What follows belongs to an exercise in optimizing a design on an open flow for small area; a production flow would make more cautious choices.
RTL that was checked went through simulation tests only; none was proved equivalent to the original.
For run 1, only the layout was checked, not whether the RTL still works.
No activity file was given, so power comes from the tool's default toggle rates.

==> flow/constraint.sdc <==
create_clock -name core_clock -period 8.0 [get_ports {clk}]
set_input_delay 1.6000 -clock core_clock [delete_from_list [all_inputs] [get_ports {clk}]]
set_output_delay 1.6000 -clock core_clock [all_outputs]
set_load 0.01 [all_outputs]
==> flow/design.v <==
module pcal_engine (
    input  wire        clk,
    input  wire        rst,
    input  wire [7:0]  cfg_addr,
    input  wire [1:0]  cfg_forced,
    input  wire [7:0]  cfg_retries,
    input  wire        cfg_pin_hook,
    input  wire        cmd_valid,
    output wire        cmd_ready,
    input  wire [31:0] cmd_data,
    output wire        rsp_valid,
    output wire        rsp_ok,
    output wire [15:0] rsp_value,
    output wire        tr_valid,
    output wire [1:0]  tr_kind,
    output wire [6:0]  tr_dev,
    output wire [7:0]  tr_reg,
    output wire [7:0]  tr_wdata,
    input  wire        tr_done,
    input  wire        tr_ok,
    input  wire [7:0]  tr_rdata,
    output wire        evt_valid,
    output wire        evt_global,
    output wire [7:0]  evt_id,
    output wire [3:0]  evt_pin,
    output wire        evt_state,
    output wire [15:0] evt_status
);
    localparam [4:0] S_CLR  = 5'd0,  S_IDLE = 5'd1,  S_LIST = 5'd2,  S_EXEC = 5'd3,
                     S_HPIN = 5'd4,  S_HINI = 5'd5,  S_DOF  = 5'd6,  S_DET0 = 5'd7,
                     S_DET1 = 5'd8,  S_DET2 = 5'd9,  S_POST = 5'd10, S_GATE = 5'd11,
                     S_LR   = 5'd12, S_LW   = 5'd13, S_RST  = 5'd14, S_ANS  = 5'd15,
                     S_CBW  = 5'd17, S_HX   = 5'd18, S_EVG  = 5'd19,
                     S_EVW  = 5'd20, S_EVP  = 5'd21, S_RESP = 5'd22, S_RFL  = 5'd23;
    reg [2:0]  ab;           
    reg [7:0]  retries;
    reg [1:0]  forced;
    reg        hook;
    reg [4:0]  err;          
    reg [1:0]  variant;
    reg        init;
    reg [15:0] snap;
    reg [7:0]  gcb;
    reg [7:0]  cid [0:15];   
    reg [1:0]  ced [0:15];   
    reg [3:0]  pos;
    reg [4:0]  state;
    reg [6:0]  op;
    reg        bad, pinbad;
    reg [3:0]  pn;
    reg [31:0] X;
    reg [15:0] M;
    reg [7:0]  att;
    reg        t6;
    reg [3:0]  tl;
    reg [1:0]  s;
    wire [7:0] B0 = X[7:0], B1 = X[15:8], B2 = X[23:16], B3 = X[31:24];
    wire o_init   = op == 7'h01, o_detect = op == 7'h02, o_setret = op == 7'h03,
         o_geterr = op == 7'h04, o_clrerr = op == 7'h05, o_getvar = op == 7'h06,
         o_hasext = op == 7'h07, o_getadr = op == 7'h08, o_chaddr = op == 7'h09,
         o_rdpin  = op == 7'h13, o_rdpinl = op == 7'h14, o_tgl    = op == 7'h17,
         o_rstdef = op == 7'h1B, o_drvl   = op == 7'h27, o_drvget = op == 7'h28,
         o_intcfg = op == 7'h2C, o_intcfl = op == 7'h2D, o_intmsk = op == 7'h2E,
         o_intst  = op == 7'h2F, o_omode  = op == 7'h30, o_cbreg  = op == 7'h40,
         o_cbunrg = op == 7'h41, o_cbglob = op == 7'h42, o_handle = op == 7'h43;
    wire o_drv    = (op == 7'h26) || o_drvl;
    wire drvmode  = o_drv || o_drvget;
    wire gated    = (op[6:4] == 3'd2) || o_omode;
    wire lo_std   = (op[6:4] == 3'd1) && (op[3:0] <= 4'hB);     
    wire a_init   = o_init || lo_std || gated || o_cbreg || o_handle;
    wire a_pins   = ((op[6:4] == 3'd1) && !(op == 7'h11 || op == 7'h19 || o_rstdef)) ||
                    ((op[6:4] == 3'd2) && !(op == 7'h21 || op == 7'h24 || op == 7'h2A ||
                                            o_intmsk || o_intst)) ||
                    o_cbreg || o_cbunrg;
    wire c_rf     = (a_init && !o_init && !o_rstdef && !o_intmsk && !o_omode);
    wire c_wf     = (lo_std || gated) && !o_rdpin && !o_rdpinl && !o_drvget && !o_intst;
    wire pmod     = (op == 7'h10) || (op == 7'h15) || o_tgl || (op == 7'h18) ||
                    (op == 7'h20) || (op == 7'h23) || (op == 7'h29) || o_intcfg;
    wire merge    = (op == 7'h11) || (op == 7'h12) || (op == 7'h16) || (op == 7'h19) ||
                    (op == 7'h1A) || (op == 7'h21) || (op == 7'h22) || (op == 7'h24) ||
                    (op == 7'h25) || (op == 7'h2A) || (op == 7'h2B) || o_intcfl;
    wire pair_odd = (o_handle && !t6) || o_cbreg;
    wire pfmt     = pmod || o_rdpin || o_drvget || (op == 7'h26);
    wire mfmt     = (op == 7'h11) || (op == 7'h19) || (op == 7'h21) || (op == 7'h24) ||
                    (op == 7'h2A);
    wire rdop     = o_rdpin || o_rdpinl || o_drvget;
    wire valop    = o_geterr || o_getvar || o_hasext || o_getadr || o_detect || rdop ||
                    o_intst || o_handle;
    wire [7:0] ho = cmd_data[31:24];
    wire z23_16 = cmd_data[23:16] == 8'd0;
    wire z15_8  = cmd_data[15:8] == 8'd0;
    wire z7_2   = cmd_data[7:2] == 6'd0;
    wire z23_8  = z23_16 && z15_8;
    wire z23_0  = z23_8 && z7_2 && (cmd_data[1:0] == 2'd0);
    wire z15_2  = z15_8 && z7_2;
    reg  h_legal, h_list, h_p, h_m, h_n;
    always @(*) begin
        h_legal = 1'b0; h_list = 1'b0; h_p = 1'b0; h_m = 1'b0; h_n = 1'b0;
        case (ho)
            8'h01, 8'h02, 8'h04, 8'h06, 8'h07, 8'h08, 8'h1B, 8'h2F, 8'h43:
                begin h_legal = z23_0; h_n = 1'b1; end
            8'h03, 8'h09, 8'h42:
                begin h_legal = z23_8; h_n = 1'b1; end
            8'h05, 8'h2E:
                begin h_legal = z23_16; h_n = 1'b1; end
            8'h10, 8'h15, 8'h18, 8'h20, 8'h23, 8'h29, 8'h2C:
                begin h_legal = z15_2 && !cmd_data[1]; h_p = 1'b1; end
            8'h13, 8'h17, 8'h28, 8'h41:
                begin h_legal = z15_2 && (cmd_data[1:0] == 2'd0); h_p = 1'b1; end
            8'h26:
                begin h_legal = z15_2; h_p = 1'b1; end
            8'h11, 8'h19, 8'h21, 8'h24, 8'h2A:
                begin h_legal = (cmd_data[23:17] == 7'd0); h_m = 1'b1; end
            8'h12, 8'h14, 8'h16, 8'h1A, 8'h22, 8'h25, 8'h27, 8'h2B, 8'h2D:
                begin h_legal = z23_8; h_list = 1'b1; end
            8'h30:
                begin h_legal = z23_8 && z7_2; h_n = 1'b1; end
            8'h40:
                begin h_legal = z7_2 && !z15_8 && (cmd_data[1:0] != 2'd3); h_n = 1'b1; end
            default: h_n = 1'b1;
        endcase
    end
    reg [4:0] bsel;
    always @(*) begin
        case (ho)
            8'h10, 8'h11, 8'h12:          bsel = 5'b0_0110;    
            8'h15, 8'h16, 8'h17:          bsel = 5'b0_0010;    
            8'h18, 8'h19, 8'h1A:          bsel = 5'b0_0100;    
            8'h1B:                        bsel = 5'b0_0010;    
            8'h20, 8'h21, 8'h22:          bsel = 5'b1_0110;    
            8'h23, 8'h24, 8'h25:          bsel = 5'b1_1000;    
            8'h29, 8'h2A, 8'h2B:          bsel = 5'b1_0100;    
            8'h2C, 8'h2D, 8'h2E:          bsel = 5'b1_1010;    
            8'h2F, 8'h43:                 bsel = 5'b1_1100;    
            8'h30:                        bsel = 5'b1_1111;    
            8'h26, 8'h27, 8'h28:          bsel = 5'b1_0000;    
            default:                      bsel = 5'b0_0000;    
        endcase
    end
    wire h_rdread = (ho == 8'h13) || (ho == 8'h28);
    wire h_tgl    = (ho == 8'h17);
    wire h_drv    = (ho == 8'h26);
    wire h_inv    = (ho == 8'h2C);
    wire e_legal = (cmd_data[31:16] == 16'd0) && z7_2 &&
                   (o_drvl || (o_rdpinl ? (cmd_data[1:0] == 2'd0) : !cmd_data[1]));
    wire        s_list = (state == S_LIST);
    wire [3:0]  dpin = s_list ? cmd_data[11:8] : pn;
    wire [1:0]  ev   = s_list ? cmd_data[1:0] : X[1:0];
    wire [15:0] dec  = 16'd1 << dpin;
    reg [15:0] Me;
    reg [31:0] Xe;
    integer k;
    always @(*) begin
        for (k = 0; k < 16; k = k + 1)
            Me[k] = dec[k] ? !o_tgl : M[k];
        for (k = 0; k < 32; k = k + 1) begin
            Xe[k] = X[k];
            if (drvmode) begin
                if (dec[k >> 1]) Xe[k] = ev[k & 1];
            end else if (!k[3]) begin
                if (dec[(k & 7) + ((k & 16) >> 1)]) Xe[k] = ev[0] ^ (o_intcfl || o_intcfg);
            end
        end
    end
    wire s_loop = (state == S_LR) || (state == S_LW);
    reg  act;
    always @(*) begin
        if (o_drv)                          act = |M[3:0];
        else if (o_drvget)                  act = (s == pn[3:2]);
        else if (pmod || o_rdpin)           act = (s == {pn[3], 1'b0});
        else if (o_omode)                   act = (s == 2'd0);
        else                                act = (s[0] == pair_odd);
    end
    wire       s_det = (state == S_DET0) || (state == S_DET1) || (state == S_DET2);
    wire       s_wr  = (state == S_LW) || (state == S_RST);
    wire [1:0] lowb  = drvmode ? s : {tl[1], s[1] | tl[0]};
    assign tr_valid = (state == S_HPIN) || (state == S_HINI) || s_det ||
                      (state == S_RST) || (s_loop && act);
    assign tr_kind  = (state == S_HPIN) ? 2'd3 : (state == S_HINI) ? 2'd2 :
                      s_wr ? 2'd1 : 2'd0;
    assign tr_dev   = {4'b0100, ab};
    assign tr_reg   = s_det ? {1'b0, state == S_DET1, 6'd0} :
                      {1'b0, t6, 2'b00, tl[3:2], s_loop ? lowb : tl[1:0]};
    wire [7:0] tmask = o_tgl ? (8'd1 << pn[2:0]) : 8'd0;
    wire       rsc   = !((tl[3:1] == 3'b010) || (tl == 4'hF));
    assign tr_wdata = (state == S_HPIN) ? {5'd0, ab} :
                      (state == S_RST)  ? {8{rsc}} : (B0 ^ tmask);
    wire hook_k = (state == S_HPIN) || (state == S_HINI);
    wire fin    = tr_valid && tr_done && (hook_k || tr_ok || s_det || (att == 8'd0));
    reg [7:0] keep;
    always @(*)
        for (k = 0; k < 8; k = k + 1)
            keep[k] = (drvmode ? M[k >> 1] : M[k]) ^ rdop;
    wire       vm  = !rdop && !(mfmt && !pn[0]);
    wire [7:0] mrg = (state == S_LR && act) ? ((keep & B0 & {8{vm}}) | (~keep & tr_rdata)) : B0;
    reg a0, a1;
    always @(*) begin
        a0 = 1'b0; a1 = 1'b0;
        for (k = 0; k < 16; k = k + 1) begin
            a0 = a0 | X[2*k];
            a1 = a1 | X[2*k+1];
        end
    end
    wire [15:0] stv  = {B2, B0};
    wire [15:0] curv = {B3, B1};
    wire [1:0] hed   = ced[0];
    wire       cur_b = curv[pos];
    wire       chg   = snap[pos] ^ cur_b;
    wire       fire  = stv[pos] && chg &&
                       ((hed == 2'd2) || ((hed == 2'd0) && cur_b) || ((hed == 2'd1) && !cur_b));
    assign cmd_ready  = (state == S_IDLE) || (state == S_LIST);
    assign rsp_valid  = (state == S_RESP) || (state == S_RFL);
    assign rsp_ok     = (state == S_RESP);
    assign rsp_value  = stv & {16{valop && (state == S_RESP)}};
    assign evt_valid  = ((state == S_EVG) && (gcb != 8'd0)) || ((state == S_EVP) && fire);
    assign evt_global = (state == S_EVG);
    assign evt_id     = (state == S_EVG) ? gcb : cid[0];
    assign evt_pin    = pos;
    assign evt_state  = cur_b;
    assign evt_status = stv;
    wire ring_wr = (state == S_CLR) || ((state == S_CBW) && (pos == pn));
    wire [1:0] ring_ed = B0[1:0] | {2{(state == S_CLR) || o_cbunrg}};
    integer i;
    always @(posedge clk) begin
        for (i = 0; i < 15; i = i + 1) begin
            cid[i] <= cid[i + 1];
            ced[i] <= ced[i + 1];
        end
        cid[15] <= ring_wr ? B2 : cid[0];
        ced[15] <= ring_wr ? ring_ed : ced[0];
        pos     <= rst ? 4'd0 : pos + 4'd1;
    end
    wire [7:0] caddr = (cfg_addr < 8'h20) ? 8'h20 : (cfg_addr > 8'h27) ? 8'h27 : cfg_addr;
    wire [4:0] clrset = {1'b0, gated, c_wf, c_rf, a_pins};
    always @(posedge clk) begin
        if (rst) begin
            ab      <= caddr[2:0];
            retries <= cfg_retries;
            forced  <= cfg_forced;
            hook    <= cfg_pin_hook;
            err     <= 5'd0;
            variant <= 2'd0;
            init    <= 1'b0;
            snap    <= 16'd0;
            gcb     <= 8'd0;
            state   <= S_CLR;
        end else begin
            case (state)
            S_CLR: if (pos == 4'd15) state <= S_IDLE;
            S_IDLE: if (cmd_valid) begin
                op     <= cmd_data[30:24];
                bad    <= !h_legal || cmd_data[31];
                pinbad <= |cmd_data[23:20];
                pn     <= cmd_data[19:16];
                t6     <= bsel[4];
                tl     <= bsel[3:0];
                att    <= cmd_data[7:0];
                M <= h_m ? cmd_data[15:0] : 16'd0;
                X <= {cmd_data[15:8], cmd_data[15:8], cmd_data[7:0], cmd_data[7:0]};
                state <= (h_list && (cmd_data[7:0] != 8'd0)) ? S_LIST : S_EXEC;
            end
            S_LIST: if (cmd_valid) begin
                M <= Me;
                X <= Xe;
                if (!e_legal)          bad    <= 1'b1;
                if (|cmd_data[15:12])  pinbad <= 1'b1;
                att <= att - 8'd1;
                if (att == 8'd1) state <= S_EXEC;
            end
            S_EXEC: begin
                att <= retries;
                if (pfmt) begin
                    M <= Me;
                    X <= Xe;
                end
                if (bad) begin
                    state <= S_RFL;
                end else if (a_pins && pinbad) begin
                    err[0] <= 1'b1;
                    state <= S_RFL;
                end else if (o_chaddr) begin
                    if (B0[7:3] != 5'b00100) begin
                        err[4] <= 1'b1;
                        state <= S_RFL;
                    end else begin
                        err[4]  <= 1'b0;
                        ab      <= B0[2:0];
                        init    <= 1'b0;
                        variant <= 2'd0;
                        state   <= hook ? S_HPIN : S_HINI;
                    end
                end else if (o_detect && init) begin
                    state <= S_DOF;
                end else if ((a_init || o_detect) && !init) begin
                    state <= hook ? S_HPIN : S_HINI;
                end else begin
                    state <= S_GATE;
                end
            end
            S_HPIN: begin
                if (tr_done) att <= retries;
                if (fin) state <= S_HINI;
            end
            S_HINI: if (fin) begin
                att <= retries;
                if (tr_ok) state <= S_DOF;
                else begin state <= S_RFL; end
            end
            S_DOF: begin
                if (forced != 2'd0) begin
                    variant <= forced;
                    state   <= S_POST;
                end else
                    state   <= S_DET0;
            end
            S_DET0: if (fin) begin
                att <= retries;
                err[1] <= !tr_ok;
                if (tr_ok) state <= S_DET1;
                else begin variant <= 2'd0; state <= S_POST; end
            end
            S_DET1: if (fin) begin
                att <= retries;
                err[1] <= !tr_ok;
                variant <= tr_ok ? 2'd2 : 2'd1;
                state   <= S_DET2;
            end
            S_DET2: if (fin) begin
                att <= retries;
                err[1] <= !tr_ok;
                if (!tr_ok) variant <= 2'd0;
                state <= S_POST;
            end
            S_POST: begin
                init <= 1'b1;
                if (o_detect) begin
                    X[1:0] <= variant;
                    state <= (variant != 2'd0) ? S_RESP : S_RFL;
                end else if (o_init || o_chaddr) begin
                    state <= S_RESP;
                end else
                    state <= S_GATE;
            end
            S_GATE: begin
                if (gated && variant != 2'd2) begin
                    err[3] <= 1'b1;
                    state <= S_RFL;
                end else begin
                    err <= err & ~clrset;
                    s   <= 2'd0;
                    if (o_handle && variant != 2'd2) begin t6 <= 1'b0; tl <= 4'd0; end
                    if (pmod || merge || o_rdpin || o_rdpinl || o_drvget || o_intst ||
                        o_handle || o_drv)
                        state <= S_LR;
                    else if (o_intmsk || o_omode)
                        state <= S_LW;
                    else if (o_rstdef)
                        state <= S_RST;
                    else if (o_cbreg || o_cbunrg)
                        state <= S_CBW;
                    else begin
                        state <= S_RESP;
                        if (o_setret) retries <= B0;
                        if (o_geterr) X[5:0] <= {err[4:1], 1'b0, err[0]};
                        if (o_clrerr) err <= err & ~{B0[5:2], B0[0]};
                        if (o_getvar) X[1:0] <= variant;
                        if (o_hasext) X[0] <= (variant == 2'd2);
                        if (o_getadr) X[6:0] <= {4'b0100, ab};
                        if (o_cbglob) gcb <= B0;
                    end
                end
            end
            S_LR: if (act && tr_done && !fin) att <= att - 8'd1;
            else if (!act || fin) begin
                if (act) begin att <= retries; err[1] <= !tr_ok; end
                if (act && !tr_ok) begin
                    state <= S_RFL;
                end else begin
                    X <= {mrg, X[31:8]};
                    M <= {M[3:0], M[15:4]};
                    s <= s + 2'd1;
                    if (s == 2'd3) begin
                        if (pmod || merge || o_drv)
                            state <= S_LW;
                        else if (o_rdpin || o_drvget)
                            state <= S_ANS;
                        else if (o_handle) begin
                            if (t6) begin t6 <= 1'b0; tl <= 4'd0; end
                            else state <= S_HX;
                        end else begin
                            state <= S_RESP;     
                        end
                    end
                end
            end
            S_LW: if (act && tr_done && !fin) att <= att - 8'd1;
            else if (!act || fin) begin
                if (act) begin att <= retries; err[2] <= !tr_ok; end
                if (act && !tr_ok) begin
                    state <= S_RFL;
                end else begin
                    X <= {X[7:0], X[31:8]};
                    M <= {M[3:0], M[15:4]};
                    s <= s + 2'd1;
                    if (s == 2'd3) state <= S_RESP;
                end
            end
            S_ANS: begin
                X[7:0]   <= {6'd0, a1 && o_drvget, o_drvget ? a0 : (a0 || a1)};
                X[23:16] <= 8'd0;
                state    <= S_RESP;
            end
            S_RST: if (tr_done && !fin) att <= att - 8'd1;
            else if (fin) begin
                att <= retries; err[2] <= !tr_ok;
                if (!tr_ok) begin
                    state <= S_RFL;
                end else if ((!t6 && tl == 4'd7 && variant != 2'd2) || (t6 && tl == 4'hF)) begin
                    state <= S_RESP;
                end else if (!t6 && tl == 4'd7) begin
                    t6 <= 1'b1; tl <= 4'd0;
                end else if (tl == 4'hB) begin
                    tl <= 4'hF;
                end else
                    tl <= tl + 4'd1;
            end
            S_CBW: if (pos == pn) begin
                if (o_cbreg)
                    state <= S_LR;
                else
                    state <= S_RESP;
            end
            S_HX: begin
                if (variant != 2'd2) begin
                    X[7:0]   <= B1 ^ snap[7:0];
                    X[23:16] <= B3 ^ snap[15:8];
                end
                state <= S_EVG;
            end
            S_EVG: state <= S_EVW;
            S_EVW: if (pos == 4'd15) state <= S_EVP;
            S_EVP: if (pos == 4'd15) state <= S_RESP;
            S_RESP: begin
                if (o_cbreg || o_handle) snap <= curv;
                state <= S_IDLE;
            end
            S_RFL: state <= S_IDLE;
            default: state <= S_IDLE;
            endcase
        end
    end
endmodule
==> flow/flow/area.abc <==
strash
&get -n
&fraig -x
&put
scorr
dc2
strash
&get -n
&dch -f
&nf -R 1000
&put
==> flow/config.mk <==
export PLATFORM = sky130hd
export DESIGN_NAME = pcal_engine
export DESIGN_NICKNAME = pcal_engine
export VERILOG_FILES = /design/flow/design.v
export SDC_FILE = /design/flow/constraint.sdc
export NUM_CORES = 4
export LEC_CHECK = 0
export CAP_MARGIN = 20
export CORE_MARGIN = 2
export CORE_UTILIZATION = 40
export PLACE_DENSITY = 0.6
export SLEW_MARGIN = 20
==> flow/standard.sh <==
#!/bin/bash
# synth_recipe.tcl (not shown) runs the flow's synth.tcl, then flattens the netlist and writes it again
# the make line also repeats each setting of config.mk as NAME=value (left out here)
make -C /OpenROAD-flow-scripts/flow DESIGN_CONFIG=/design/flow/config.mk WORK_HOME=/design/flow/orfs CLKGATE_MAP_FILE= SYNTH_SCRIPT=/design/flow/synth_recipe.tcl "${@:-finish}"
==> flow/flow/run.sh <==
#!/bin/bash
# Own layout flow: the standard layout, with three changes.
#  - synthesis: the standard flow's synthesis script unchanged, except that the ABC call
#    uses an area-oriented script (flow/area.abc) instead of ORFS's speed
#    script; registers are mapped before ABC runs, so they are untouched.
#  - port buffers: buffer_ports uses sky130_fd_sc_hd__buf_1.
#  - CTS: no dummy loads.
set -euo pipefail
W=$(pwd)
cat > "$W/own_synth.tcl" <<TCL
proc abc {args} {
  set out {}
  set skip 0
  foreach a \$args {
    if {\$skip} { set skip 0; continue }
    if {\$a eq "-script" || \$a eq "-constr"} { set skip 1; continue }
    lappend out \$a
  }
  yosys abc -script $W/flow/area.abc {*}\$out
}
source $W/synth_recipe.tcl
TCL
sed "s#SYNTH_SCRIPT=[^ ]*synth_recipe.tcl#SYNTH_SCRIPT=$W/own_synth.tcl#" standard.sh > own_standard.sh
grep -q own_synth.tcl own_standard.sh
export BUFFER_PORTS_ARGS="-buffer_cell sky130_fd_sc_hd__buf_1"
export CTS_ARGS="-sink_clustering_enable -repair_clock_nets -dont_use_dummy_load -buf_list sky130_fd_sc_hd__clkbuf_8 -sink_clustering_size 20 -sink_clustering_max_diameter 50"
bash own_standard.sh > "$W/flow_make.log" 2>&1
==> results.py, run 1 <==
metrics = {
    "outcome": {
        "status": "complete, no violations",
    },
    "sta": {
        "setup_viol": 0,
        "fmax_mhz": 178,
        "post-route-period-util": 0.703,
        "tns_ps": 0,
        "fin_skew_ps": 95.7,
        "worstMarginPinSlew_ps": 1050,
        "max_slew_margin": 0.295,
        "hold_viol_final": 0,
        "rsz0062_at_grt": "false",
        "slew_violations": 0,
        "fin_crit_ps": 5620,
    },
    "yosys": {
        "yosys.area.top_type_share": 0.307,
        "synth_area_per_cell_sq_um": 9.23,
        "async_flop_share": 0,
        "ys_seq_area_frac": 0.513,
        "synth-seq-cells": 291,
        "yosys-top-cells-count": "nand2_1 (241), dfxtp_1 (201), nor2_1 (157), a21oi_1 (102), edfxtp_1 (90)",
        "yosysWarnings": 3,
        "synth_edf_count": 90,
        "synth_most_common_cell": "nand2_1",
        "synth_top_cell_by_area": "dfxtp_1",
        "synthesis.area_sq_um": 13100,
        "yosys-top-cells-area": "dfxtp_1 (31%), edfxtp_1 (21%), nand2_1 (6.9%)",
        "synth_cells": 1419,
        "ys.flop_type": "dfxtp_1",
        "ys_types": 63,
    },
    "worst_setup_path": {
        "crit_type": "register to output pin",
        "reg2regPathDepth": 19,
        "r2r_setup_slack_ps": 2430,
        "cp-end-kind": "output pin",
        "r2r-end": "X[27]",
        "cp_max_fo": 22,
        "start_kind": "register",
        "cp.arrival_ps": 4020,
        "r2r-start": "op[1]",
        "cp_data_required_time_ps": 6400,
    },
    "placed_design": {
        "place_congestion": 1.05,
        "io_buffers": 132,
        "dp_hpwl_um": 38500,
        "place_inst": 2018,
        "placed_area_sq_um": 14400,
    },
    "finish": {
        "drive_above_1_share": 0.0503,
        "n_antenna_cell": 0,
        "postLayoutCoreUtil": 0.458,
        "syn2layout_area_growth_pct": 13.2,
        "design_area_sq_um": 14800,
        "multi_input_area_sq_um": 6320,
        "fillers": 3280,
        "nNetsFinal": 1683,
        "regArea_sq_um": 6730,
        "instances_no_fill": 2052,
    },
    "grt": {
        "grtUsageTotal": 0.301,
        "grt_remaining_overflow": 0,
        "grt_pass1_wl_um": 76000,
        "antenna_found_initial": 1,
        "grt_pass1_vias": 11700,
        "grt_max_degree": 48,
    },
    "clock_network": {
        "cts_tree": "done",
        "cts_made_buffers": 34,
        "cts_sinks": 291,
        "clkSlewWorstSetupHoldPaths_ps": 110,
        "ctsHoldBuffers": 0,
        "post-cts-setup-buffers": 0,
        "cts_buffer_depth": 3,
        "h-tree-depth": 2,
        "cts_root_buf": "clkbuf_8",
        "cts_resized": 0,
        "clk_latency_ps": 610,
    },
    "worst_hold_path": {
        "hold_depth": 0,
        "min_path_type": "register to register",
        "worstHoldStart": "cid[12][2]",
        "holdPathEnd": "cid[11][2]",
    },
    "floorplanning": {
        "die_w_um": 185,
        "placementRows": 66,
        "die_area_sq_um": 34200,
        "chipHeight_um": 185,
        "start_util": 0.405,
        "ioPinCount": 140,
        "coreArea_sq_um": 32400,
    },
    "route": {
        "drt-initial-drc-count": 1480,
        "ant_nets": 0,
        "vias": 12400,
        "avgRoutedWirePerCell_um": 25.1,
        "via_per_inst": 6.03,
        "drt_wl_total_um": 51600,
        "drc_errors": 0,
        "drt-pass1-iter-count": 6,
    },
    "job": {
        "maxCapViolCount": 0,
    },
    "power": {
        "power_density_nw_per_um2": 170,
        "switching_power_w": 0.000579,
        "cellLeakagePower_nw": 5.20,
        "power_frac_clock": 0.349,
        "swShare": 0.230,
        "ir_drop_mv": 0.117,
        "seqPwrFrac": 0.610,
        "combPwrFrac": 0.041,
        "p_int_w": 0.00194,
    },
}
==> worst max-delay path, stage by stage, from the launching register on <==
cell      delay, ps
edfxtp_1        640
nor3_1          390
nand2_1         170
o22ai_1         290
or2_1           620
a31oi_1         180
and2_0          250
a31oi_2         560
and2_0          230
buf_1           160
==> placed cells by master, fill, tap and decap left out, drive strengths merged, types with 10 or more instances in the layout <==
cell type	instances
a22oi	28
o211ai	24
edfxtp	90
xnor2	25
nand4	17
nand3	67
nor4	32
nand2b	26
nor2	157
dfxtp	201
clkbuf	35
nor3b	11
or2	10
nor2b	11
mux4	12
a211oi	13
o22ai	12
mux2i	10
o21ai	75
and2	32
xor2	16
nor3	54
nand2	241
clkinv	16
a21oi	102
buf	158
mux2	13
a31oi	19
==> flip-flops by register name, indices dropped and copies added (netlist names), 7 cells and up <==
register	flops
att	8
cid	128
gcb	8
snap	16
retries	8
op	7
ced	32
X	32
M	16
==> how the worst max path moves through the flow <==
stage,startpoint,endpoint,cells after the start
CTS,op[1],rsp_value[4],9
finish,op[1],rsp_value[4],9
floorplan,op[1],rsp_value[0],8
global placement,op[1],rsp_value[15],9
global route,op[1],rsp_value[9],9
detailed placement,op[1],rsp_value[4],9
==> power groups by stage <==
stage | clock (W) | combinational [W] | sequential [W]
3_3_place_gp | 0 | 0.000101 | 0.00157
4_1_cts | 0.000899 | 0.000101 | 0.00154
3_5_place_dp | 0 | 0.000101 | 0.00157
5_1_grt | 0.000956 | 0.000112 | 0.00154
6_report | 0.000879 | 0.000103 | 0.00154
2_1_floorplan | 0 | 0.0000510 | 0.00157
==> per-layer routing <==
metal | vias up | global-route usage | part of all wire
met5 | - | 0 | 0
met2 | 711 | 0.484 | 0.45
li1 | 5602 | - | -
met4 | 0 | 0.0917 | 0.030
met1 | 5958 | 0.413 | 0.43
met3 | 96 | 0.0543 | 0.089
==> area by class of cell <==
cell class / instances / share of cell area
multi-input combinational: 1110 / 0.426
timing repair buffer: 159 / 0.0472
inverter: 16 / 0.00405
tap: 442 / 0.0373
clock buffer: 34 / 0.0316
sequential: 291 / 0.454
==> metrics by stage <==
step	hold WS (ps)	total power, W	worst slack (ps)
after floorplan	310	0.00162	3510
after global placement	310	0.00167	2430
after detailed placement	312	0.00167	2290
after CTS	250	0.00254	1710
after global routing	238	0.00261	2020
final	251	0.00252	2380
==> logic make-up (layout without fill, tap and decap cells) <==
logic type | count (synthesis) | after routing | share of synthesized area
AO/OA/AOI/OAI | 326 | 326 | 0.156
XOR/XNOR | 41 | 41 | 0.0274
adder cells (fa/ha/maj) | 7 | 7 | 0.00668
buffers and inverters | 23 | 209 | 0.00860
flip-flops | 291 | 291 | 0.513
multiplexers | 35 | 35 | 0.0394
other | 2 | 7 | 0.000573
AND/OR/NAND/NOR | 694 | 694 | 0.248
==> run 2: changes to the inputs <==
--- a/flow/design.v
+++ b/flow/design.v
@@ -31,7 +31,8 @@
                      S_DET1 = 5'd8,  S_DET2 = 5'd9,  S_POST = 5'd10, S_GATE = 5'd11,
                      S_LR   = 5'd12, S_LW   = 5'd13, S_RST  = 5'd14, S_ANS  = 5'd15,
                      S_CBW  = 5'd17, S_HX   = 5'd18, S_EVG  = 5'd19,
-                     S_EVW  = 5'd20, S_EVP  = 5'd21, S_RESP = 5'd22, S_RFL  = 5'd23;
+                     S_EVW  = 5'd20, S_EVP  = 5'd21, S_RESP = 5'd22, S_RFL  = 5'd23,
+                     S_HXW  = 5'd24, S_SNW  = 5'd25, S_SNP  = 5'd26;
     reg [2:0]  ab;           
     reg [7:0]  retries;
     reg [1:0]  forced;
@@ -39,7 +40,7 @@
     reg [4:0]  err;          
     reg [1:0]  variant;
     reg        init;
-    reg [15:0] snap;
+    reg [15:0] snr;          
     reg [7:0]  gcb;
     reg [7:0]  cid [0:15];   
     reg [1:0]  ced [0:15];   
@@ -55,6 +56,9 @@
     reg [3:0]  tl;
     reg [1:0]  s;
     wire [7:0] B0 = X[7:0], B1 = X[15:8], B2 = X[23:16], B3 = X[31:24];
+    wire [15:0] stv  = {B2, B0};
+    wire [15:0] curv = {B3, B1};
+    wire        cur_b = curv[pos];
     wire o_init   = op == 7'h01, o_detect = op == 7'h02, o_setret = op == 7'h03,
          o_geterr = op == 7'h04, o_clrerr = op == 7'h05, o_getvar = op == 7'h06,
          o_hasext = op == 7'h07, o_getadr = op == 7'h08, o_chaddr = op == 7'h09,
@@ -144,8 +148,9 @@
     wire e_legal = (cmd_data[31:16] == 16'd0) && z7_2 &&
                    (o_drvl || (o_rdpinl ? (cmd_data[1:0] == 2'd0) : !cmd_data[1]));
     wire        s_list = (state == S_LIST);
-    wire [3:0]  dpin = s_list ? cmd_data[11:8] : pn;
-    wire [1:0]  ev   = s_list ? cmd_data[1:0] : X[1:0];
+    wire        s_hx = (state == S_HX);
+    wire [3:0]  dpin = s_list ? cmd_data[11:8] : (s_hx ? pos : pn);
+    wire [1:0]  ev   = s_list ? cmd_data[1:0] : (s_hx ? {1'b0, cur_b ^ snr[0]} : X[1:0]);
     wire [15:0] dec  = 16'd1 << dpin;
     reg [15:0] Me;
     reg [31:0] Xe;
@@ -201,11 +206,8 @@
             a1 = a1 | X[2*k+1];
         end
     end
-    wire [15:0] stv  = {B2, B0};
-    wire [15:0] curv = {B3, B1};
     wire [1:0] hed   = ced[0];
-    wire       cur_b = curv[pos];
-    wire       chg   = snap[pos] ^ cur_b;
+    wire       chg   = snr[0] ^ cur_b;
     wire       fire  = stv[pos] && chg &&
                        ((hed == 2'd2) || ((hed == 2'd0) && cur_b) || ((hed == 2'd1) && !cur_b));
     assign cmd_ready  = (state == S_IDLE) || (state == S_LIST);
@@ -219,6 +221,7 @@
     assign evt_state  = cur_b;
     assign evt_status = stv;
     wire ring_wr = (state == S_CLR) || ((state == S_CBW) && (pos == pn));
+    wire snap_wr = (state == S_CLR) || (state == S_SNP) || (state == S_EVP);
     wire [1:0] ring_ed = B0[1:0] | {2{(state == S_CLR) || o_cbunrg}};
     integer i;
     always @(posedge clk) begin
@@ -228,6 +231,7 @@
         end
         cid[15] <= ring_wr ? B2 : cid[0];
         ced[15] <= ring_wr ? ring_ed : ced[0];
+        snr     <= {snap_wr ? (cur_b && (state != S_CLR)) : snr[0], snr[15:1]};
         pos     <= rst ? 4'd0 : pos + 4'd1;
     end
     wire [7:0] caddr = (cfg_addr < 8'h20) ? 8'h20 : (cfg_addr > 8'h27) ? 8'h27 : cfg_addr;
@@ -241,7 +245,6 @@
             err     <= 5'd0;
             variant <= 2'd0;
             init    <= 1'b0;
-            snap    <= 16'd0;
             gcb     <= 8'd0;
             state   <= S_CLR;
         end else begin
@@ -386,10 +389,11 @@
                             state <= S_ANS;
                         else if (o_handle) begin
                             if (t6) begin t6 <= 1'b0; tl <= 4'd0; end
-                            else state <= S_HX;
-                        end else begin
+                            else state <= (variant == 2'd2) ? S_EVG : S_HXW;
+                        end else if (o_cbreg)
+                            state <= S_SNW;
+                        else
                             state <= S_RESP;     
-                        end
                     end
                 end
             end
@@ -430,20 +434,17 @@
                 else
                     state <= S_RESP;
             end
+            S_HXW: if (pos == 4'd15) state <= S_HX;
             S_HX: begin
-                if (variant != 2'd2) begin
-                    X[7:0]   <= B1 ^ snap[7:0];
-                    X[23:16] <= B3 ^ snap[15:8];
-                end
-                state <= S_EVG;
+                X <= Xe;
+                if (pos == 4'd15) state <= S_EVG;
             end
+            S_SNW: if (pos == 4'd15) state <= S_SNP;
+            S_SNP: if (pos == 4'd15) state <= S_RESP;
             S_EVG: state <= S_EVW;
             S_EVW: if (pos == 4'd15) state <= S_EVP;
             S_EVP: if (pos == 4'd15) state <= S_RESP;
-            S_RESP: begin
-                if (o_cbreg || o_handle) snap <= curv;
-                state <= S_IDLE;
-            end
+            S_RESP: state <= S_IDLE;
             S_RFL: state <= S_IDLE;
             default: state <= S_IDLE;
             endcase
--- a/flow/flow/run.sh
+++ b/flow/flow/run.sh
@@ -23,5 +23,5 @@
 sed "s#SYNTH_SCRIPT=[^ ]*synth_recipe.tcl#SYNTH_SCRIPT=$W/own_synth.tcl#" standard.sh > own_standard.sh
 grep -q own_synth.tcl own_standard.sh
 export BUFFER_PORTS_ARGS="-buffer_cell sky130_fd_sc_hd__buf_1"
-export CTS_ARGS="-sink_clustering_enable -repair_clock_nets -dont_use_dummy_load -buf_list sky130_fd_sc_hd__clkbuf_8 -sink_clustering_size 20 -sink_clustering_max_diameter 50"
+export CTS_ARGS="-sink_clustering_enable -repair_clock_nets -dont_use_dummy_load -buf_list sky130_fd_sc_hd__clkbuf_16 -sink_clustering_size 30 -sink_clustering_max_diameter 40"
 bash own_standard.sh > "$W/flow_make.log" 2>&1
==> run 2 against run 1 <==
Still clean on timing, DRC and antenna. Sequential share of layout area hardly changed. Clock skew shrank 21 ps. Power up 100%. Wire length shrank 5.2%. Synthesized cell count down 5.6%.
==> results.py, run 2 <==
metrics = {
    "outcome": {
        "status": "complete, no violations",
    },
    "placed_design": {
        "place_congestion": 1.02,
        "dp_hpwl_um": 35900,
        "io_buffers": 132,
        "preCtsSetupSlack_ps": 3020,
    },
    "worst_setup_path": {
        "cp-end-kind": "output pin",
        "r2r-end": "tl[2]",
        "r2r_setup_slack_ps": 2860,
        "cp_data_required_time_ps": 6400,
        "r2r-start": "op[3]",
        "crit_type": "register to output pin",
        "start_kind": "register",
        "cp_max_fo": 16,
        "reg2regPathDepth": 14,
        "cp.arrival_ps": 3750,
    },
    "finish": {
        "top_register": "cid",
        "largest_register_ffs": 128,
        "layout.cells.most_common": "dfxtp_1",
        "postLayoutCoreUtil": 0.472,
        "reg.largest.list": "cid (128), X (32), ced (32)",
        "drive_above_1_share": 0.0502,
        "syn2layout_area_growth_pct": 17.0,
        "layout_common_cells": "dfxtp_1 (201), nand2_1 (194), nor2_1 (158)",
        "nNetsFinal": 1606,
    },
    "power": {
        "cellLeakagePower_nw": 5.32,
        "power_density_nw_per_um2": 347,
        "ir_drop_mv": 0.144,
    },
    "grt": {
        "grt_max_degree": 47,
        "grtUsageTotal": 0.292,
        "grt_pass1_vias": 11400,
        "grt_pass1_wl_um": 72300,
        "antenna_found_initial": 1,
        "grt_remaining_overflow": 0,
    },
    "yosys": {
        "synth_edf_count": 90,
        "yosys-top-cells-count": "dfxtp_1 (201), nand2_1 (194), nor2_1 (159), a21oi_1 (96), edfxtp_1 (90)",
        "yosys.area.top_type_share": 0.318,
        "async_flop_share": 0,
        "ys.flop_type": "dfxtp_1",
        "synth-seq-cells": 291,
        "synthesis.area_sq_um": 12700,
        "synth_most_common_cell": "dfxtp_1",
        "ys_seq_area_frac": 0.531,
        "yosysWarnings": 3,
        "yosys-top-cells-area": "dfxtp_1 (32%), edfxtp_1 (21%), nand2_1 (5.8%)",
        "synth_area_per_cell_sq_um": 9.45,
        "ys_types": 62,
        "synth_top_cell_by_area": "dfxtp_1",
        "synth_cells": 1339,
    },
    "floorplanning": {
        "die_w_um": 182,
        "coreArea_sq_um": 31400,
        "chipHeight_um": 182,
        "start_util": 0.403,
        "ioPinCount": 140,
        "placementRows": 65,
        "die_area_sq_um": 33100,
    },
    "route": {
        "drt-pass1-iter-count": 7,
        "drt-initial-drc-count": 1741,
        "ant_nets": 0,
        "avgRoutedWirePerCell_um": 25.3,
        "via_per_inst": 6.17,
        "vias": 12000,
        "drt_wl_total_um": 48900,
        "drc_errors": 0,
    },
    "worst_hold_path": {
        "hold_depth": 0,
        "holdPathEnd": "cid[14][0]",
        "min_path_type": "register to register",
        "worstHoldStart": "cid[15][0]",
    },
    "sta": {
        "max_slew_margin": 0.247,
        "slew_violations": 0,
        "setup_slack_ps": 2650,
        "tns_ps": 0,
        "post-route-period-util": 0.669,
        "fmax_mhz": 187,
        "rsz0062_at_grt": "false",
        "worstMarginPinSlew_ps": 1120,
        "fin_crit_ps": 5350,
        "hold_viol_final": 0,
        "fin_skew_ps": 74.3,
        "setup_viol": 0,
    },
    "clock_network": {
        "cts_sinks": 291,
        "h-tree-depth": 2,
        "cts_made_buffers": 39,
        "clkSlewWorstSetupHoldPaths_ps": 60,
        "post-cts-setup-buffers": 0,
        "cts_tree": "done",
        "cts_resized": 0,
        "clk_latency_ps": 550,
        "cts_buffer_depth": 3,
        "ctsHoldBuffers": 0,
        "cts_root_buf": "clkbuf_16",
    },
    "job": {
        "maxCapViolCount": 0,
    },
}
[run 2: where the power goes]
group | switching, W | internal, W
sequential | 0.000271 | 0.00211
combinational | 0.000919 | 0.000444
clock | 0.000553 | 0.000845
[run 2: routing by layer]
layer / track usage / vias up / part of all wire / wire length, um
met1: 0.409 / 5641 / 0.42 / 20600
met2: 0.438 / 769 / 0.43 / 20900
li1: - / 5376 / - / -
met3: 0.0580 / 165 / 0.11 / 5170
met5: 0 / - / 0 / 0
met4: 0.131 / 0 / 0.045 / 2220
[run 2: worst max path at each step]
stage,cells past startpoint,end,slack [ps],startpoint
floorplan,7,rsp_value[0],2910,op[3]
global placement,18,att[2],3150,op[3]
detailed placement,18,att[2],3020,op[3]
CTS,9,rsp_value[10],2500,op[3]
global route,18,att[2],2370,op[3]
finish,5,cmd_ready,2650,state[1]
[run 2: metrics by stage]
step / total power, W / cells / cell area [sq um] / hold WS (ps)
3_5_place_dp: 0.00372 / 1896 / 13800 / 312
6_report: 0.00514 / 1936 / 14800 / 305
4_1_cts: 0.00513 / 1935 / 14800 / 309
2_1_floorplan: 0.00312 / 1344 / 12700 / 310
3_3_place_gp: 0.00371 / 1896 / 13800 / 309
5_1_grt: 0.00539 / 1935 / 14800 / 321
[run 2: cell type report]
| cell class | instances | area, sq um |
|---|---|---|
| inverters | 21 | 78.8 |
| repair buffers | 157 | 684 |
| diodes | 1 | 2.50 |
| well taps | 402 | 503 |
| clock buffers | 39 | 976 |
| fillers | 3049 | 16600 |
| multi-input cells | 1025 | 5840 |
| flip-flops and latches | 291 | 6730 |
[run 2: kinds of logic after synthesis]
group / count (synthesis) / share of synthesized area
other: 2 / 0.000593
muxes: 31 / 0.0345
and+or+nand+nor: 627 / 0.229
AOI/OAI and AO/OA: 323 / 0.166
xor gates and xnor gates: 29 / 0.0201
DFF: 291 / 0.531
adders and majority gates: 8 / 0.00771
buffers and inverters: 28 / 0.0104
[run 2: worst max-delay path, cell delays in order, from the launching register on]
cell      delay (ps)
dfxtp_1          720
nand2b_1         340
nor3_1           790
nand2b_1         780
nand2_1          430
buf_1            190
==> run 3: changes to the inputs <==
--- a/flow/flow/run.sh
+++ b/flow/flow/run.sh
@@ -23,5 +23,5 @@
 sed "s#SYNTH_SCRIPT=[^ ]*synth_recipe.tcl#SYNTH_SCRIPT=$W/own_synth.tcl#" standard.sh > own_standard.sh
 grep -q own_synth.tcl own_standard.sh
 export BUFFER_PORTS_ARGS="-buffer_cell sky130_fd_sc_hd__buf_1"
-export CTS_ARGS="-sink_clustering_enable -repair_clock_nets -dont_use_dummy_load -buf_list sky130_fd_sc_hd__clkbuf_16 -sink_clustering_size 30 -sink_clustering_max_diameter 40"
+export CTS_ARGS="-sink_clustering_enable -repair_clock_nets -dont_use_dummy_load -buf_list sky130_fd_sc_hd__clkbuf_8 -sink_clustering_size 16 -sink_clustering_max_diameter 80"
 bash own_standard.sh > "$W/flow_make.log" 2>&1
==> run 3 against run 2 <==
Critical path depth is 5 higher. Sequential power about the same. Flip-flop and latch count unchanged. Setup slack worse by 84 ps. Maximum frequency shrank 1.5%. Cell area decreased by 4.5%. Synthesized cell count stayed put. Clock power is 49% lower. Wire length shrank 0.59%. Register-to-register slack got worse by 20 ps. Clock-buffer cell count is 16 lower. Die area stayed put. Critical endpoint is now tr_valid.
==> results.py, run 3 <==
metrics = {
    "outcome": {
        "status": "complete, no violations",
    },
    "worst_setup_path": {
        "cp.buffers_inverters": 1,
        "cp_cell_sequence": "nor4_1 -> and3_1 -> a21oi_1 -> xnor2_1 -> o211ai_1 -> a32oi_1 -> nor2_1 -> nand2_1 -> nand3_1 -> buf_1",
        "cp_max_fo": 19,
        "cp_data_required_time_ps": 6400,
        "cp_top_family": "simple AND/OR/NAND/NOR gates",
        "crit_type": "register to output pin",
        "cp-end-kind": "output pin",
        "cp.arrival_ps": 3830,
        "crit_path_max_incr_delay_ps": 680,
        "start_kind": "register",
        "cp_slowest_cell": "edfxtp_1",
    },
    "power": {
        "power_frac_clock": 0.161,
        "swShare": 0.370,
        "switching_power_w": 0.00165,
        "ir_drop_mv": 0.126,
        "power_density_nw_per_um2": 315,
        "seqPwrFrac": 0.533,
        "p_int_w": 0.00280,
        "combPwrFrac": 0.307,
        "cellLeakagePower_nw": 5.00,
    },
    "finish": {
        "fillers": 3111,
        "syn2layout_area_growth_pct": 11.8,
        "nNetsFinal": 1590,
        "layout_common_cells": "dfxtp_1 (201), nand2_1 (194), nor2_1 (158)",
        "largest_register_ffs": 128,
        "top_register": "cid",
        "drive_above_1_share": 0.0402,
        "reg.largest.list": "cid (128), X (32), ced (32)",
        "layout.cells.most_common": "dfxtp_1",
        "postLayoutCoreUtil": 0.451,
    },
    "route": {
        "ant_nets": 0,
        "drt_wl_total_um": 48600,
        "drt-initial-drc-count": 1680,
        "via_per_inst": 6.19,
        "drc_errors": 0,
        "avgRoutedWirePerCell_um": 25.3,
        "drt-pass1-iter-count": 7,
        "vias": 11900,
    },
    "yosys": {
        "synth_cells": 1339,
        "synth_top_cell_by_area": "dfxtp_1",
        "ys.flop_type": "dfxtp_1",
        "yosys-top-cells-area": "dfxtp_1 (32%), edfxtp_1 (21%), nand2_1 (5.8%)",
        "synth_most_common_cell": "dfxtp_1",
        "ys_seq_area_frac": 0.531,
        "yosys-top-cells-count": "dfxtp_1 (201), nand2_1 (194), nor2_1 (159), a21oi_1 (96), edfxtp_1 (90)",
        "async_flop_share": 0,
        "synth_area_per_cell_sq_um": 9.45,
        "synth-seq-cells": 291,
        "ys_types": 62,
        "yosysWarnings": 3,
        "synth_edf_count": 90,
        "yosys.area.top_type_share": 0.318,
        "synthesis.area_sq_um": 12700,
    },
    "clock_network": {
        "clkSlewWorstSetupHoldPaths_ps": 100,
        "cts_resized": 0,
        "cts_made_buffers": 23,
        "h-tree-depth": 1,
        "clk_latency_ps": 580,
        "ctsHoldBuffers": 0,
        "cts_buffer_depth": 3,
        "cts_root_buf": "clkbuf_8",
        "cts_tree": "done",
        "cts_sinks": 291,
        "post-cts-setup-buffers": 0,
    },
    "floorplanning": {
        "placementRows": 65,
        "chipHeight_um": 182,
        "die_w_um": 182,
        "die_area_sq_um": 33100,
        "coreArea_sq_um": 31400,
        "start_util": 0.403,
        "ioPinCount": 140,
    },
    "sta": {
        "post-route-period-util": 0.679,
        "max_slew_margin": 0.189,
        "slew_violations": 0,
        "setup_viol": 0,
        "fin_crit_ps": 5430,
        "worstMarginPinSlew_ps": 1210,
        "hold_viol_final": 0,
        "fmax_mhz": 184,
        "fin_skew_ps": 40.2,
        "rsz0062_at_grt": "false",
        "tns_ps": 0,
    },
    "grt": {
        "antenna_found_initial": 0,
        "grt_remaining_overflow": 0,
        "grtUsageTotal": 0.289,
        "grt_pass1_vias": 11200,
        "grt_pass1_wl_um": 71900,
        "grt_max_degree": 47,
    },
    "worst_hold_path": {
        "min_path_type": "register to register",
    },
    "placed_design": {
        "dp_hpwl_um": 35900,
        "place_congestion": 1.02,
        "io_buffers": 132,
    },
    "job": {
        "maxCapViolCount": 0,
    },
}
run 3: cell counts after synthesis:
Identical to the previous run, type by type.
run 3: power by group through the flow:
| stage | logic, W | registers, W | clock network (W) |
|---|---|---|---|
| floorplan | 0.000825 | 0.00230 | 0 |
| global placement | 0.00132 | 0.00239 | 0 |
| detailed placement | 0.00132 | 0.00240 | 0 |
| CTS | 0.00133 | 0.00237 | 0.000734 |
| global route | 0.00148 | 0.00243 | 0.000781 |
| finish | 0.00137 | 0.00237 | 0.000716 |
run 3: layout make-up:
class	instances	area, sq um	share of cell area
Multi-Input combinational cell	1025	5840	0.413
Antenna cell	1	2.50	0.000177
Sequential cell	291	6730	0.475
Inverter	21	78.8	0.00557
Tap cell	402	503	0.0355
Timing Repair Buffer	157	684	0.0484
Clock buffer	23	317	0.0224
run 3: per-stage QoR:
stage | hold slack (ps) | power, W | setup slack [ps] | instance area (sq um) | instances
after floorplan | 310 | 0.00312 | 2910 | 12700 | 1344
after global placement | 309 | 0.00371 | 3150 | 13800 | 1896
after detailed placement | 312 | 0.00372 | 3020 | 13800 | 1896
after CTS | 323 | 0.00444 | 2420 | 14100 | 1919
after global routing | 322 | 0.00468 | 2320 | 14200 | 1919
final | 313 | 0.00446 | 2570 | 14200 | 1920
run 3: path summary, 6_finish.rpt:
check / from / slack (ps) / cells after the start / endpoint
max: op[3] / 2570 / 10 / tr_valid
min reg2reg: ced[2][1] / 310 / 0 / ced[1][1]
max reg2reg: op[3] / 2840 / 13 / X[21]
min: ced[2][1] / 310 / 0 / ced[1][1]
run 3: logic make-up (layout without fill, tap and decap cells):
family,Yosys count,after routing,synth area share
AOI/OAI and AO/OA,323,323,0.166
xor gates and xnor gates,29,29,0.0201
adders and majority gates,8,8,0.00771
buffers and inverters,28,201,0.0104
DFF,291,291,0.531
muxes,31,31,0.0345
other,2,8,0.000593
and+or+nand+nor,627,627,0.229
run 3: routing by layer:
layer	vias to the layer above	routed length, um	track usage
li1	5340	-	-
met4	0	2270	0.121
met2	757	20600	0.432
met5	-	0	0
met1	5638	21000	0.413
met3	143	4740	0.0479
==> run 4: changes to the inputs <==
--- a/flow/flow/run.sh
+++ b/flow/flow/run.sh
@@ -23,5 +23,5 @@
 sed "s#SYNTH_SCRIPT=[^ ]*synth_recipe.tcl#SYNTH_SCRIPT=$W/own_synth.tcl#" standard.sh > own_standard.sh
 grep -q own_synth.tcl own_standard.sh
 export BUFFER_PORTS_ARGS="-buffer_cell sky130_fd_sc_hd__buf_1"
-export CTS_ARGS="-sink_clustering_enable -repair_clock_nets -dont_use_dummy_load -buf_list sky130_fd_sc_hd__clkbuf_8 -sink_clustering_size 16 -sink_clustering_max_diameter 80"
+export CTS_ARGS="-sink_clustering_enable -repair_clock_nets -dont_use_dummy_load -buf_list sky130_fd_sc_hd__clkbuf_8 -sink_clustering_size 24 -sink_clustering_max_diameter 60"
 bash own_standard.sh > "$W/flow_make.log" 2>&1
==> run 4 against run 3 <==
Hold slack worse by 13 ps. Critical path type unchanged. Critical endpoint unchanged. Combinational power about the same. Maximum frequency up 1.0%. Largest cell class unchanged.
==> results.py, run 4 <==
metrics = {
    "outcome": {
        "status": "complete, no violations",
    },
    "yosys": {
        "synth_most_common_cell": "dfxtp_1",
        "synth_top_cell_by_area": "dfxtp_1",
        "synth_cells": 1339,
        "ys.flop_type": "dfxtp_1",
        "yosys.area.top_type_share": 0.318,
        "synth_area_per_cell_sq_um": 9.45,
        "yosysWarnings": 3,
        "synth_edf_count": 90,
        "async_flop_share": 0,
        "yosys-top-cells-count": "dfxtp_1 (201), nand2_1 (194), nor2_1 (159), a21oi_1 (96), edfxtp_1 (90)",
        "ys_seq_area_frac": 0.531,
        "synth-seq-cells": 291,
        "yosys-top-cells-area": "dfxtp_1 (32%), edfxtp_1 (21%), nand2_1 (5.8%)",
        "synthesis.area_sq_um": 12700,
        "ys_types": 62,
    },
    "worst_setup_path": {
        "r2r-start": "op[3]",
        "cp.arrival_ps": 3780,
        "crit_path_max_incr_delay_ps": 660,
        "cp_max_fo": 19,
        "cpMostUsedCell": "nor2_1",
        "r2r_setup_slack_ps": 2870,
        "r2r-end": "M[12]",
        "cp_slowest_cell": "edfxtp_1",
        "start_kind": "register",
        "cp-end-kind": "output pin",
        "cp_cell_sequence": "nor2_1 -> nand3_1 -> nor2_1 -> a21oi_1 -> xnor2_1 -> o211ai_1 -> a32oi_1 -> nor2_1 -> nand2_1 -> nand3_1 -> buf_1",
        "cp_data_required_time_ps": 6400,
        "reg2regPathDepth": 14,
        "crit_type": "register to output pin",
    },
    "finish": {
        "instances_no_fill": 1922,
        "reg.largest.list": "cid (128), X (32), ced (32)",
        "regArea_sq_um": 6730,
        "nNetsFinal": 1592,
        "layout_common_cells": "dfxtp_1 (201), nand2_1 (194), nor2_1 (158)",
        "layout.cells.most_common": "dfxtp_1",
        "drive_above_1_share": 0.0415,
        "fillers": 3108,
        "multi_input_area_sq_um": 5840,
        "design_area_sq_um": 14200,
        "syn2layout_area_growth_pct": 11.9,
        "postLayoutCoreUtil": 0.451,
        "largest_register_ffs": 128,
        "top_register": "cid",
    },
    "power": {
        "power_density_nw_per_um2": 316,
        "cellLeakagePower_nw": 5.01,
        "ir_drop_mv": 0.124,
    },
    "floorplanning": {
        "placementRows": 65,
        "coreArea_sq_um": 31400,
        "die_area_sq_um": 33100,
        "start_util": 0.403,
        "die_w_um": 182,
        "chipHeight_um": 182,
        "ioPinCount": 140,
    },
    "route": {
        "ant_nets": 0,
        "drt-initial-drc-count": 1630,
        "vias": 11800,
        "drc_errors": 0,
        "drt_wl_total_um": 48700,
        "drt-pass1-iter-count": 7,
        "via_per_inst": 6.13,
        "avgRoutedWirePerCell_um": 25.3,
    },
    "grt": {
        "grt_pass1_vias": 11200,
        "grt_max_degree": 47,
        "grtUsageTotal": 0.289,
        "grt_remaining_overflow": 0,
        "grt_pass1_wl_um": 71800,
        "antenna_found_initial": 1,
    },
    "sta": {
        "hold_ws_ps": 300,
        "worstMarginPinSlew_ps": 1150,
        "hold_viol_final": 0,
        "fmax_mhz": 186,
        "tns_ps": 0,
        "slew_violations": 0,
        "fin_crit_ps": 5380,
        "max_slew_margin": 0.223,
        "post-route-period-util": 0.672,
        "rsz0062_at_grt": "false",
        "setup_viol": 0,
        "fin_skew_ps": 83.8,
    },
    "placed_design": {
        "placed_area_sq_um": 13800,
        "place_inst": 1896,
        "io_buffers": 132,
        "place_congestion": 1.02,
        "dp_hpwl_um": 35900,
    },
    "clock_network": {
        "clkSlewWorstSetupHoldPaths_ps": 120,
        "cts_root_buf": "clkbuf_8",
        "cts_resized": 0,
        "clk_latency_ps": 620,
        "cts_tree": "done",
        "h-tree-depth": 1,
        "cts_sinks": 291,
        "ctsHoldBuffers": 0,
        "cts_buffer_depth": 3,
        "post-cts-setup-buffers": 0,
        "cts_made_buffers": 24,
    },
    "job": {
        "maxCapViolCount": 0,
    },
    "worst_hold_path": {
        "hold_depth": 0,
        "worstHoldStart": "cid[15][0]",
        "holdPathEnd": "cid[14][0]",
        "min_path_type": "register to register",
    },
}
run 4: logic make-up (layout without fill, tap and decap cells):
family / count (synthesis) / in the layout / share of synthesized area
simple gates: 627 / 627 / 0.229
compound gates: 323 / 323 / 0.166
flops: 291 / 291 / 0.531
mux: 31 / 31 / 0.0345
xor+xnor: 29 / 29 / 0.0201
buf+inv: 28 / 203 / 0.0104
fa+ha+maj: 8 / 8 / 0.00771
other cells: 2 / 8 / 0.000593
run 4: area by class of cell:
cell class	count	area share
multi-input cells	1025	0.412
well taps	402	0.0355
inverters	21	0.00556
clock buffers	24	0.0233
repair buffers	158	0.0486
flip-flops and latches	291	0.475
diodes	1	0.000177
run 4: per-layer routing:
metal / part of all wire / global-route usage / wire length (um) / up-vias
li1: - / - / - / 5328
met4: 0.043 / 0.122 / 2110 / 0
met3: 0.11 / 0.0513 / 5180 / 145
met5: 0 / 0 / 0 / -
met2: 0.43 / 0.434 / 20700 / 733
met1: 0.43 / 0.409 / 20700 / 5573
run 4: worst max-delay path by stage:
stage | from | to
final | op[3] | tr_valid
after global routing | op[3] | tr_valid
after CTS | op[3] | rsp_value[10]
after detailed placement | op[3] | att[2]
after global placement | op[3] | att[2]
after floorplan | op[3] | rsp_value[0]
run 4: report_power, final:
part | internal (W) | total, W | switching, W | leakage [nW]
sequential | 0.00210 | 0.00237 | 0.000272 | 2.51
clock | 0.000267 | 0.000729 | 0.000462 | 0.173
combinational | 0.000447 | 0.00137 | 0.000921 | 2.33
run 4: worst max-delay path: cells and delay by family (launching register included):
kind	cells	cell delay [ps]
buffers and inverters	1	240
AO/OA/AOI/OAI	3	480
flip-flops	1	660
XOR/XNOR	1	150
AND/OR/NAND/NOR	6	1700
run 4: per-stage QoR:
stage,setup slack [ps],total power (W)
final,2620,0.00447
after global routing,2330,0.00470
after CTS,2430,0.00445
after detailed placement,3020,0.00372
after global placement,3150,0.00371
after floorplan,2910,0.00312
==> run 5: changes to the inputs <==
--- a/flow/flow/run.sh
+++ b/flow/flow/run.sh
@@ -23,5 +23,5 @@
 sed "s#SYNTH_SCRIPT=[^ ]*synth_recipe.tcl#SYNTH_SCRIPT=$W/own_synth.tcl#" standard.sh > own_standard.sh
 grep -q own_synth.tcl own_standard.sh
 export BUFFER_PORTS_ARGS="-buffer_cell sky130_fd_sc_hd__buf_1"
-export CTS_ARGS="-sink_clustering_enable -repair_clock_nets -dont_use_dummy_load -buf_list sky130_fd_sc_hd__clkbuf_8 -sink_clustering_size 24 -sink_clustering_max_diameter 60"
+export CTS_ARGS="-sink_clustering_enable -repair_clock_nets -dont_use_dummy_load -buf_list {sky130_fd_sc_hd__clkbuf_8 sky130_fd_sc_hd__clkbuf_16} -sink_clustering_size 16 -sink_clustering_max_diameter 80"
 bash own_standard.sh > "$W/flow_make.log" 2>&1
==> run 5 against run 4 <==
Sequential share of layout area fell by 0.78 points. Maximum frequency is 0.22% higher. Wire length shrank 0.21%. Highest routed layer unchanged.
==> results.py, run 5 <==
metrics = {
    "yosys": {
        "yosys.area.top_type_share": 0.318,
        "synth-adder-area-share": 0.00771,
        "yosys-top-cells-area": "dfxtp_1 (32%), edfxtp_1 (21%), nand2_1 (5.8%)",
        "synth_top_cell_by_area": "dfxtp_1",
        "synthesis.area_sq_um": 12700,
        "synth_edf_count": 90,
        "synth-simple-area-share": 0.229,
        "synth_most_common_cell": "dfxtp_1",
        "ys.flop_type": "dfxtp_1",
        "synth_area_per_cell_sq_um": 9.45,
        "yosysWarnings": 3,
        "synthMuxAreaShare": 0.0345,
        "synth_cells": 1339,
        "synth-xor-area-share": 0.0201,
        "ys_types": 62,
        "synth-seq-cells": 291,
        "synth_compound_area_frac": 0.166,
        "yosys-top-cells-count": "dfxtp_1 (201), nand2_1 (194), nor2_1 (159), a21oi_1 (96), edfxtp_1 (90)",
        "async_flop_share": 0,
        "ys_seq_area_frac": 0.531,
        "synth_top_family_by_area": "simple AND/OR/NAND/NOR gates",
    },
    "clock_network": {
        "cts_sinks": 291,
        "clk_latency_ps": 530,
        "cts_buffer_depth": 3,
        "post-cts-setup-buffers": 0,
        "cts_tree": "done",
        "h-tree-depth": 1,
        "ctsHoldBuffers": 0,
        "cts_root_buf": "clkbuf_16",
        "cts_made_buffers": 23,
        "clkSlewWorstSetupHoldPaths_ps": 70,
        "cts_resized": 0,
    },
    "finish": {
        "drive_above_1_share": 0.0402,
        "nNetsFinal": 1590,
        "reg.largest.list": "cid (128), X (32), ced (32)",
        "top_register": "cid",
        "layout_common_cells": "dfxtp_1 (201), nand2_1 (194), nor2_1 (158)",
        "layout.cells.most_common": "dfxtp_1",
        "n_antenna_cell": 0,
        "largest_register_ffs": 128,
        "syn2layout_area_growth_pct": 13.8,
    },
    "floorplanning": {
        "ioPinCount": 140,
        "die_area_sq_um": 33100,
        "start_util": 0.403,
        "coreArea_sq_um": 31400,
        "placementRows": 65,
        "die_w_um": 182,
        "chipHeight_um": 182,
    },
    "sta": {
        "fin_skew_ps": 24.9,
        "hold_viol_final": 0,
        "tns_ps": 0,
        "rsz0062_at_grt": "false",
        "worstMarginPinSlew_ps": 1140,
        "slew_violations": 0,
        "fmax_mhz": 186,
        "setup_viol": 0,
        "post-route-period-util": 0.671,
        "fin_crit_ps": 5370,
        "max_slew_margin": 0.231,
    },
    "placed_design": {
        "io_buffers": 132,
        "dp_hpwl_um": 35900,
        "place_congestion": 1.02,
    },
    "worst_setup_path": {
        "cp-end-kind": "output pin",
        "cp_max_fo": 19,
        "crit_type": "register to output pin",
        "start_kind": "register",
        "cp_data_required_time_ps": 6400,
        "cp.arrival_ps": 3770,
    },
    "route": {
        "drt-pass1-iter-count": 6,
        "drt_wl_total_um": 48600,
        "vias": 11800,
        "ant_nets": 0,
        "drt-initial-drc-count": 1629,
        "via_per_inst": 6.16,
        "drc_errors": 0,
        "avgRoutedWirePerCell_um": 25.3,
    },
    "grt": {
        "grt_max_degree": 47,
        "grt_remaining_overflow": 0,
        "grt_pass1_wl_um": 71900,
        "antenna_found_initial": 1,
        "grtUsageTotal": 0.289,
        "grt_pass1_vias": 11300,
    },
    "power": {
        "swShare": 0.355,
        "power_w": 0.00474,
        "seqPwrFrac": 0.502,
        "power_frac_clock": 0.209,
        "p_int_w": 0.00306,
        "cellLeakagePower_nw": 5.12,
        "combPwrFrac": 0.288,
        "switching_power_w": 0.00168,
        "power_density_nw_per_um2": 329,
        "ir_drop_mv": 0.168,
    },
    "worst_hold_path": {
        "min_path_type": "register to register",
    },
    "outcome": {
        "status": "complete, no violations",
    },
    "job": {
        "maxCapViolCount": 0,
    },
}
## run 5: cell count changes in the layout (fill, tap and decap cells not counted), sizes merged
| cell | change |
|---|---|
| clkbuf | -2 |
| diode | -1 |
## run 5: power by group through the flow
stage / clock network (W) / logic (W) / registers, W
2_1_floorplan: 0 / 0.000825 / 0.00230
3_3_place_gp: 0 / 0.00132 / 0.00239
3_5_place_dp: 0 / 0.00132 / 0.00240
4_1_cts: 0.00102 / 0.00133 / 0.00238
5_1_grt: 0.00107 / 0.00148 / 0.00243
6_report: 0.000992 / 0.00137 / 0.00238
## run 5: final cells by class
type,instances,area (sq um)
Clock buffer,23,576
Fill cell,3073,17000
Inverter,21,78.8
Multi-Input combinational cell,1025,5840
Sequential cell,291,6730
Tap cell,402,503
Timing Repair Buffer,157,684
## run 5: final timing paths
check,slack [ps],startpoint,to,cells after the start
max,2630,op[3],tr_valid,10
min,310,ced[2][1],ced[1][1],0
max reg2reg,2840,op[3],tl[2],14
min reg2reg,310,ced[2][1],ced[1][1],0
## run 5: critical path, cell delays in order (launching register included)
cell      delay [ps]
edfxtp_1         660
nor4_1           550
and3_1           490
a21oi_1          110
xnor2_1          150
o211ai_1         170
a32oi_1          140
nor2_1           210
nand2_1          310
nand3_1          220
buf_1            240
## run 5: logic make-up (layout without fill, tap and decap cells)
family,after synthesis,count (layout)
buf+inv,28,201
xor+xnor,29,29
flops,291,291
compound gates,323,323
other cells,2,7
fa+ha+maj,8,8
simple gates,627,627
mux,31,31
## run 5: layer usage
layer  GRT usage  up-vias  wire, um
met5           0        -         0
met4       0.122        0      2210
met3      0.0511      145      4780
met2       0.437      727     20800
met1       0.408     5612     20800
li1            -     5330         -
## run 5: metrics by stage
| stage | worst slack (ps) | cells | area, sq um | util | hold slack (ps) |
|---|---|---|---|---|---|
| after floorplan | 2910 | 1344 | 12700 | - | 310 |
| after global placement | 3150 | 1896 | 13800 | 0.441 | 309 |
| after global routing | 2370 | 1919 | 14400 | 0.459 | 313 |
| after detailed placement | 3020 | 1896 | 13800 | 0.441 | 312 |
| after CTS | 2470 | 1919 | 14400 | 0.459 | 314 |
| final | 2630 | 1919 | 14400 | 0.459 | 311 |

-- port drivers added, routing unchanged --
No port has a modelled driver above. Below, the same layouts with a new extraction and two added sets of constraints.
Step 1 assumes that a clkbuf_16 drives the clock port and a buf_2 every other input.
Step 2 also shifts input and output timing later by t, the mid clock arrival at the registers, as if the neighbouring blocks saw the same clock.
Slacks: ideal / step 1 / step 2; pairs: ideal / step 1.
run | shift t [ns] | setup slack, ns | cell pins on the clock port's net
run 1 | 0.613 | 2.376 / 2.329 / 2.427 | 1
run 2 | 0.566 | 2.649 / 2.594 / 2.862 | 1
run 3 | 0.609 | 2.566 / 2.517 / 2.838 | 1
run 4 | 0.623 | 2.621 / 2.573 / 2.870 | 1
run 5 | 0.565 | 2.633 / 2.583 / 2.840 | 1
After both steps every run listed still meets setup and hold.
